This is an optimization exercise on Yosys and OpenROAD, whose aim is small area, a short achievable clock period and few clock cycles, not a production implementation. At most, simulation tests tie the RTL to the original design; equivalence was not proved. Power figures rest on the tool's default switching activity, not on a simulated workload.

==> inputs of run a <==
// sprite_renderer
module sprite_renderer (
    input  wire        clk,
    input  wire        rst,
    input  wire [15:0] cfg_tile_mult,
    input  wire [16:0] cfg_tile_len,     
    input  wire [1:0]  cfg_pal_cnt,      
    input  wire [15:0] cfg_nent0,        
    input  wire [15:0] cfg_nent1,        
    input  wire        cfg_debug,
    input  wire        pal_we,
    input  wire        pal_slot,
    input  wire [3:0]  pal_idx,
    input  wire [15:0] pal_wdata,
    input  wire        start,
    input  wire [15:0] attr0,
    input  wire [15:0] attr1,
    input  wire [15:0] attr2,
    output wire        ready,
    output reg         tile_req,
    output reg  [13:0] tile_addr,
    input  wire        tile_gnt,
    input  wire [31:0] tile_rdata,
    output reg         pix_valid,
    output reg  [5:0]  pix_x,
    output reg  [5:0]  pix_y,
    output wire [31:0] pix_rgba,
    output reg         done,
    output wire [6:0]  spr_w,
    output wire [6:0]  spr_h,
    output reg         ev_tile_oor,
    output reg         ev_pidx_oor,
    output reg         ev_pnum_oor
);
Settings: LEC_CHECK=0, ABC_AREA=0, CAP_MARGIN=20, CORE_MARGIN=2, CORE_UTILIZATION=55, CTS_CLUSTER_DIAMETER=80, CTS_CLUSTER_SIZE=24, PLACE_DENSITY=0.7, SLEW_MARGIN=20; clock period 8.0 ns.
standard.sh (not shown) runs the stock make flow with config.mk's settings and CLKGATE_MAP_FILE= SYNTH_SCRIPT=/design/flow/synth_recipe.tcl, a recipe that flattens the netlist after the stock synthesis.
==> flow/flow/run.sh <==
#!/bin/bash
# The standard layout (standard.sh: standard synthesis, floorplan, place,
# CTS, route), with two extra ORFS settings: the port buffers are buf_2 cells
# and repair_timing aims for a larger setup slack. Output goes to
# standard_flow.log in this folder (ORFS's own step logs are under orfs/logs).
set -euo pipefail
bash standard.sh \
  "BUFFER_PORTS_ARGS=-buffer_cell sky130_fd_sc_hd__buf_2" \
  SETUP_SLACK_MARGIN=5.4 \
  finish > standard_flow.log 2>&1
==> run b: changes against run a <==
--- a/flow/design.v
+++ b/flow/design.v
@@ -106,70 +106,66 @@
                 pal1[pw_idx] <= pw_data;
             else
                 pal0[pw_idx] <= pw_data;
         end
     end
-    reg st_idle, busy, st_mul, st_chk, st_run;
+    reg st_idle, st_mul, st_chk, st_run;
     assign ready = st_idle;
-    wire idle = ~busy;
-    wire accept = idle & start;
+    wire accept = st_idle & start;
     reg [3:0]  wsel, hsel;       
     reg        hf, vf;
     reg        slot;
     wire [1:0] a_shape   = attr0[15:14];
     wire [1:0] a_size    = attr1[15:14];
     wire [3:0] a_pnum    = attr2[15:12];
     wire       a_pnum_ok = ({2'b00, a_pnum} < {4'b0000, cfg_pal_cnt});
-    reg [3:0] wsel_o, hsel_o;
-    reg       pnum_bad;
-    assign spr_w = {wsel_o, 3'b000};
-    assign spr_h = {hsel_o, 3'b000};
+    assign spr_w = {wsel, 3'b000};
+    assign spr_h = {hsel, 3'b000};
     always @(posedge clk) begin
-        if (idle) begin
+        if (st_idle) begin
             wsel        <= w_oh(a_shape, a_size);
             hsel        <= h_oh(a_shape, a_size);
             hf          <= ~attr0[8] & attr1[12];
             vf          <= ~attr0[8] & attr1[13];
             slot        <= a_pnum_ok & a_pnum[0];
-            pnum_bad    <= ~a_pnum_ok;
+            ev_pnum_oor <= ~a_pnum_ok;
         end
-        wsel_o      <= wsel;
-        hsel_o      <= hsel;
-        ev_pnum_oor <= pnum_bad;
     end
-    reg [11:0] tcnt;             
     reg        dbg_r;
     reg        nbig_r;
     reg [3:0]  nlo_r;
     always @(posedge clk) begin
-        tcnt     <= cfg_tile_len[16:5];
         dbg_r    <= cfg_debug;
         nbig_r   <= slot ? |cfg_nent1[15:4] : |cfg_nent0[15:4];
         nlo_r    <= slot ? cfg_nent1[3:0] : cfg_nent0[3:0];
     end
     reg [15:0] ms;               
     reg [10:0] ts;               
     reg        tbig;             
+    reg [10:0] acc;
     reg        ovf;
-    wire [10:0] acc      = tile_addr[13:3];
     wire [11:0] acc_sum  = {1'b0, acc} + {1'b0, ts};
     wire        mul_last = ~(|ms[15:1]);
     always @(posedge clk) begin
-        if (idle) begin
+        if (st_idle) begin
             ms   <= cfg_tile_mult;
             ts   <= {1'b0, attr2[9:0]};
             tbig <= 1'b0;
         end else begin
             ms   <= {1'b0, ms[15:1]};
             ts   <= {ts[9:0], 1'b0};
             tbig <= tbig | ts[10];
         end
-        if (idle)
-            ovf <= 1'b0;
-        else if (ms[0])
+        if (st_idle) begin
+            acc  <= 11'd0;
+            ovf  <= 1'b0;
+        end else if (ms[0]) begin
+            acc <= acc_sum[10:0];
             ovf <= ovf | acc_sum[11] | tbig;
+        end
     end
+    wire [11:0] tcnt     = cfg_tile_len[16:5];
     wire        fit0     = ({ovf, acc} < tcnt);
     reg         fitnext;     
     always @(posedge clk)
         fitnext <= (({1'b0, tile_addr[13:3]} + 12'd1) < tcnt);
     reg [31:0] w0, w1;
@@ -224,11 +220,10 @@
     wire occ0 = ~f0_n & ~f1_n;               
     wire occ1 = ~(f0_n & f1_n);              
     always @(posedge clk) begin
         if (rst) begin
             st_idle  <= 1'b1;
-            busy     <= 1'b0;
             st_mul   <= 1'b0;
             st_chk   <= 1'b0;
             st_run   <= 1'b0;
             tile_req <= 1'b0;
             fetching <= 1'b0;
@@ -239,11 +234,10 @@
         end else begin
             done <= 1'b0;
             arr  <= acc_gnt;
             if (accept) begin
                 st_idle <= 1'b0;
-                busy    <= 1'b1;
                 st_mul  <= 1'b1;
             end
             if (st_mul & mul_last) begin
                 st_mul <= 1'b0;
                 st_chk <= 1'b1;
@@ -264,38 +258,35 @@
                 end
             end
             if (st_run & ~fetching & ~arr & ~f0 & ~f1) begin
                 st_run  <= 1'b0;
                 st_idle <= 1'b1;
-                busy    <= 1'b0;
                 done    <= 1'b1;
             end
             f0 <= f0_n;
             f1 <= f1_n;
             if (arr) wp <= ~wp;
             if (fin) rp <= ~rp;
         end
     end
     always @(posedge clk) begin
-        if (idle)
-            tile_addr <= 14'd0;
-        else if (ms[0])
-            tile_addr <= {acc_sum[10:0], 3'b000};
-        else
-            tile_addr <= tile_addr + {13'd0, acc_gnt};
-        if (idle)
+        if (st_chk)
+            tile_addr <= {acc, 3'b000};
+        else if (acc_gnt)
+            tile_addr <= tile_addr + 14'd1;
+        if (st_idle)
             cells_left <= n_cells(a_shape, a_size);
         else if (acc_gnt & cell_end)
             cells_left <= cells_left - 7'd1;
-        if (idle)
+        if (st_idle)
             ev_tile_oor <= 1'b0;
         else if (st_chk & ~fit0)
             ev_tile_oor <= 1'b1;
         else if (acc_gnt & cell_end & ~last_cell & ~fitnext)
             ev_tile_oor <= 1'b1;
         oor_r <= arr ? {|in_oor[7:4], |in_oor[3:0]} : 2'd0;
-        if (idle)
+        if (st_idle)
             ev_pidx_oor <= 1'b0;
         else if (|oor_r)
             ev_pidx_oor <= 1'b1;
         if (arr & ~wp) begin
             w0 <= tile_rdata;
@@ -307,11 +298,11 @@
             w1 <= tile_rdata;
             m1 <= in_draw;
         end else if (af & rp) begin
             m1 <= rem;
         end
-        if (idle) begin
+        if (st_idle) begin
             tx <= 3'd0; ty <= 3'd0; py <= 3'd0;
         end else if (fin_d) begin
             py <= py + 3'd1;
             if (&py) begin
                 if (tx == twm1) begin
--- a/flow/flow/run.sh
+++ b/flow/flow/run.sh
@@ -4,7 +4,7 @@
 # and repair_timing aims for a larger setup slack. Output goes to
 # standard_flow.log in this folder (ORFS's own step logs are under orfs/logs).
 set -euo pipefail
 bash standard.sh \
   "BUFFER_PORTS_ARGS=-buffer_cell sky130_fd_sc_hd__buf_2" \
-  SETUP_SLACK_MARGIN=5.4 \
+  SETUP_SLACK_MARGIN=5.3 \
   finish > standard_flow.log 2>&1
ABC_AREA = 1   (was 0)
CORE_UTILIZATION = 40   (was 55)
PLACE_DENSITY = 0.6   (was 0.7)
==> run c: changes against run a <==
--- a/flow/flow/run.sh
+++ b/flow/flow/run.sh
@@ -4,7 +4,7 @@
 # and repair_timing aims for a larger setup slack. Output goes to
 # standard_flow.log in this folder (ORFS's own step logs are under orfs/logs).
 set -euo pipefail
 bash standard.sh \
   "BUFFER_PORTS_ARGS=-buffer_cell sky130_fd_sc_hd__buf_2" \
-  SETUP_SLACK_MARGIN=5.4 \
+  SETUP_SLACK_MARGIN=5.45 \
   finish > standard_flow.log 2>&1
ABC_AREA = 1   (was 0)
CTS_CLUSTER_DIAMETER = 90   (was 80)
CTS_CLUSTER_SIZE = 30   (was 24)
==> run d: changes against run a <==
--- a/flow/design.v
+++ b/flow/design.v
@@ -106,70 +106,66 @@
                 pal1[pw_idx] <= pw_data;
             else
                 pal0[pw_idx] <= pw_data;
         end
     end
-    reg st_idle, busy, st_mul, st_chk, st_run;
+    reg st_idle, st_mul, st_chk, st_run;
     assign ready = st_idle;
-    wire idle = ~busy;
-    wire accept = idle & start;
+    wire accept = st_idle & start;
     reg [3:0]  wsel, hsel;       
     reg        hf, vf;
     reg        slot;
     wire [1:0] a_shape   = attr0[15:14];
     wire [1:0] a_size    = attr1[15:14];
     wire [3:0] a_pnum    = attr2[15:12];
     wire       a_pnum_ok = ({2'b00, a_pnum} < {4'b0000, cfg_pal_cnt});
-    reg [3:0] wsel_o, hsel_o;
-    reg       pnum_bad;
-    assign spr_w = {wsel_o, 3'b000};
-    assign spr_h = {hsel_o, 3'b000};
+    assign spr_w = {wsel, 3'b000};
+    assign spr_h = {hsel, 3'b000};
     always @(posedge clk) begin
-        if (idle) begin
-            wsel        <= w_oh(a_shape, a_size);
-            hsel        <= h_oh(a_shape, a_size);
+        wsel        <= ({4{st_idle}} & w_oh(a_shape, a_size)) | ({4{~st_idle}} & wsel);
+        hsel        <= ({4{st_idle}} & h_oh(a_shape, a_size)) | ({4{~st_idle}} & hsel);
+        ev_pnum_oor <= (st_idle & ~a_pnum_ok) | (~st_idle & ev_pnum_oor);
+        if (st_idle) begin
             hf          <= ~attr0[8] & attr1[12];
             vf          <= ~attr0[8] & attr1[13];
             slot        <= a_pnum_ok & a_pnum[0];
-            pnum_bad    <= ~a_pnum_ok;
         end
-        wsel_o      <= wsel;
-        hsel_o      <= hsel;
-        ev_pnum_oor <= pnum_bad;
     end
-    reg [11:0] tcnt;             
     reg        dbg_r;
     reg        nbig_r;
     reg [3:0]  nlo_r;
     always @(posedge clk) begin
-        tcnt     <= cfg_tile_len[16:5];
         dbg_r    <= cfg_debug;
         nbig_r   <= slot ? |cfg_nent1[15:4] : |cfg_nent0[15:4];
         nlo_r    <= slot ? cfg_nent1[3:0] : cfg_nent0[3:0];
     end
     reg [15:0] ms;               
     reg [10:0] ts;               
     reg        tbig;             
+    reg [10:0] acc;
     reg        ovf;
-    wire [10:0] acc      = tile_addr[13:3];
     wire [11:0] acc_sum  = {1'b0, acc} + {1'b0, ts};
     wire        mul_last = ~(|ms[15:1]);
     always @(posedge clk) begin
-        if (idle) begin
+        if (st_idle) begin
             ms   <= cfg_tile_mult;
             ts   <= {1'b0, attr2[9:0]};
             tbig <= 1'b0;
         end else begin
             ms   <= {1'b0, ms[15:1]};
             ts   <= {ts[9:0], 1'b0};
             tbig <= tbig | ts[10];
         end
-        if (idle)
-            ovf <= 1'b0;
-        else if (ms[0])
+        if (st_idle) begin
+            acc  <= 11'd0;
+            ovf  <= 1'b0;
+        end else if (ms[0]) begin
+            acc <= acc_sum[10:0];
             ovf <= ovf | acc_sum[11] | tbig;
+        end
     end
+    wire [11:0] tcnt     = cfg_tile_len[16:5];
     wire        fit0     = ({ovf, acc} < tcnt);
     reg         fitnext;     
     always @(posedge clk)
         fitnext <= (({1'b0, tile_addr[13:3]} + 12'd1) < tcnt);
     reg [31:0] w0, w1;
@@ -224,11 +220,10 @@
     wire occ0 = ~f0_n & ~f1_n;               
     wire occ1 = ~(f0_n & f1_n);              
     always @(posedge clk) begin
         if (rst) begin
             st_idle  <= 1'b1;
-            busy     <= 1'b0;
             st_mul   <= 1'b0;
             st_chk   <= 1'b0;
             st_run   <= 1'b0;
             tile_req <= 1'b0;
             fetching <= 1'b0;
@@ -239,11 +234,10 @@
         end else begin
             done <= 1'b0;
             arr  <= acc_gnt;
             if (accept) begin
                 st_idle <= 1'b0;
-                busy    <= 1'b1;
                 st_mul  <= 1'b1;
             end
             if (st_mul & mul_last) begin
                 st_mul <= 1'b0;
                 st_chk <= 1'b1;
@@ -264,38 +258,35 @@
                 end
             end
             if (st_run & ~fetching & ~arr & ~f0 & ~f1) begin
                 st_run  <= 1'b0;
                 st_idle <= 1'b1;
-                busy    <= 1'b0;
                 done    <= 1'b1;
             end
             f0 <= f0_n;
             f1 <= f1_n;
             if (arr) wp <= ~wp;
             if (fin) rp <= ~rp;
         end
     end
     always @(posedge clk) begin
-        if (idle)
-            tile_addr <= 14'd0;
-        else if (ms[0])
-            tile_addr <= {acc_sum[10:0], 3'b000};
+        if (st_chk)
+            tile_addr <= {acc, 3'b000};
         else
             tile_addr <= tile_addr + {13'd0, acc_gnt};
-        if (idle)
+        if (st_idle)
             cells_left <= n_cells(a_shape, a_size);
         else if (acc_gnt & cell_end)
             cells_left <= cells_left - 7'd1;
-        if (idle)
+        if (st_idle)
             ev_tile_oor <= 1'b0;
         else if (st_chk & ~fit0)
             ev_tile_oor <= 1'b1;
         else if (acc_gnt & cell_end & ~last_cell & ~fitnext)
             ev_tile_oor <= 1'b1;
         oor_r <= arr ? {|in_oor[7:4], |in_oor[3:0]} : 2'd0;
-        if (idle)
+        if (st_idle)
             ev_pidx_oor <= 1'b0;
         else if (|oor_r)
             ev_pidx_oor <= 1'b1;
         if (arr & ~wp) begin
             w0 <= tile_rdata;
@@ -307,11 +298,11 @@
             w1 <= tile_rdata;
             m1 <= in_draw;
         end else if (af & rp) begin
             m1 <= rem;
         end
-        if (idle) begin
+        if (st_idle) begin
             tx <= 3'd0; ty <= 3'd0; py <= 3'd0;
         end else if (fin_d) begin
             py <= py + 3'd1;
             if (&py) begin
                 if (tx == twm1) begin
ABC_AREA = 1   (was 0)
CORE_UTILIZATION = 60   (was 55)
PLACE_DENSITY = 0.75   (was 0.7)
==> reports/summary.log <==
[cells_and_area] Non-Clock Inverter Count 158
[die] standard-cell row count 86
[clock_tree] number of sinks on the clock net 743
[die] Chip Width 239.7 um
[run_status] status complete, no violations
[placed_design] Worst Setup Slack post-DPL 4427 ps
[routing] first-pass iteration count of the detailed router 6
[clock_tree] later-pin clock latency in the skew report 600 ps
[global_route] number of global-route vias before repair 20520
[cells_and_area] FF/Latch Area 20780 um^2
[clock_tree] number of instances resized during post-cts repair 115
[placed_design] weighted congestion at the end of routability-driven global placement 0.8754
[timing] worst slack on hold paths 353.0 ps
[critical_path] critical path class reg2out
[critical_path] count of cell instances traversed by the critical path 1
[routing] detailed-routed wire length on met3 6310 um
[global_route] met2 track demand over resource in global routing 44.92%
[yosys] leading post-synthesis cells by instance count edfxtp_1, nand2_1, nor2_1
[global_route] antenna violations before repair 1
[yosys] register bit total from synthesis 743
[cells_and_area] number of fill cells in the layout 4246
[min_path] hold endpoint ev_pnum_oor$_DFF_P_
(the above is from run c)
==> reports/summary.log <==
[run_status] status complete, no violations
[clock_tree] number of sinks on the clock net 732
[yosys] leading post-synthesis cells by instance count edfxtp_1, nand2_1, nor2_1
[cells_and_area] leading cell type in the layout, fill and taps excluded edfxtp_1
[global_route] number of global-route vias before repair 21130
[critical_path] critical path class reg2out
[global_route] antenna violations before repair 0
[placed_design] weighted congestion at the end of routability-driven global placement 0.8652
[yosys] register bit total from synthesis 732
[cells_and_area] FF/Latch Area 20560 um^2
[global_route] met2 track demand over resource in global routing 48.71%
[clock_tree] later-pin clock latency in the skew report 600 ps
[die] standard-cell row count 82
[min_path] hold endpoint pix_x[2]$_DFF_P_
[routing] detailed-routed wire length on met3 7712 um
[cells_and_area] total area of multi-input combinational cells 8952 um^2
[cells_and_area] number of fill cells in the layout 3580
[cells_and_area] Non-Clock Inverter Count 190
[die] Chip Width 229.8 um
[routing] Avg WL per Cell 22.20 um
(the above is from run d)
==> reports/summary.log <==
[timing] worst slack on hold paths 355.0 ps
[cells_and_area] FF/Latch Area 20780 um^2
[run_status] status complete, no violations
[global_route] antenna violations before repair 3
[clock_tree] number of instances resized during post-cts repair 153
[die] standard-cell row count 85
[global_route] number of global-route vias before repair 16870
[min_path] hold endpoint wsel_o[0]$_DFF_P_
[critical_path] critical path class reg2reg
[clock_tree] number of sinks on the clock net 743
[yosys] leading post-synthesis cells by instance count edfxtp_1, dfxtp_1, mux4_2
[critical_path] count of cell instances traversed by the critical path 10
(the above is from run a)
==> reports/summary.log <==
[die] Chip Width 280.3 um
[routing] initial detailed-routing violation count 2004
[min_path] hold endpoint pix_valid$_SDFF_PP0_
[timing] worst slack on hold paths 396.0 ps
[yosys] leading post-synthesis cells by instance count edfxtp_1, nand2_1, nor2_1
[routing] first-pass iteration count of the detailed router 6
[cells_and_area] FF/Latch Area 20610 um^2
[yosys] register bit total from synthesis 732
[cells_and_area] Non-Clock Inverter Count 189
[routing] detailed-routed wire length on met3 4984 um
[yosys] synthesized area per cell 11.29 um^2
[clock_tree] later-pin clock latency in the skew report 610 ps
[run_status] status complete, no violations
[critical_path] count of cell instances traversed by the critical path 1
[power] fraction of power spent switching nets 22.67%
[clock_tree] number of sinks on the clock net 732
[global_route] met2 track demand over resource in global routing 33.96%
[global_route] number of global-route vias before repair 20750
[die] standard-cell row count 101
[critical_path] critical path class reg2out
[global_route] antenna violations before repair 3
[placed_design] weighted congestion at the end of routability-driven global placement 0.8648
(the above is from run b)
Testbench counts of run a, summed over its fixed seeds: cycles 102,538.
Testbench counts of run b, summed over its fixed seeds: cycles 102,538.
Testbench counts of run c, summed over its fixed seeds: cycles 102,538.
The RTL of run d was laid out without a check of its function.

## what the ideal ports hide
How much do the figures lean on ideal ports? The routed layouts below were timed once more, with nothing changed but the port constraints.
Step 1 assumes that a clkbuf_16 drives the clock port and a buf_2 every other input.
Step 2 adds t to the input delays and takes it off the output delays; t is the mean of the earliest and latest rising clock arrival at the registers after step 1. Input paths then give back, and output paths get back, about the clock's delay inside the block.
Three values: no drivers, after step 1, after step 2; two values: the first two.
run	t (ns)	setup WS [ns]	slew at the worst register clock pin (ns)
run a	0.642	5.302 / 5.262 / 4.867	0.10 / 0.10
run b	0.650	5.135 / 5.075 / 4.840	0.10 / 0.10
run c	0.644	5.312 / 5.255 / 4.991	0.12 / 0.12
run d	0.641	5.230 / 5.173 / 4.823	0.10 / 0.10
After both steps setup and hold are still met in every run listed. The setup slack of run a, which loses most, moves by -0.040 ns with the drivers and by -0.435 ns with both steps.
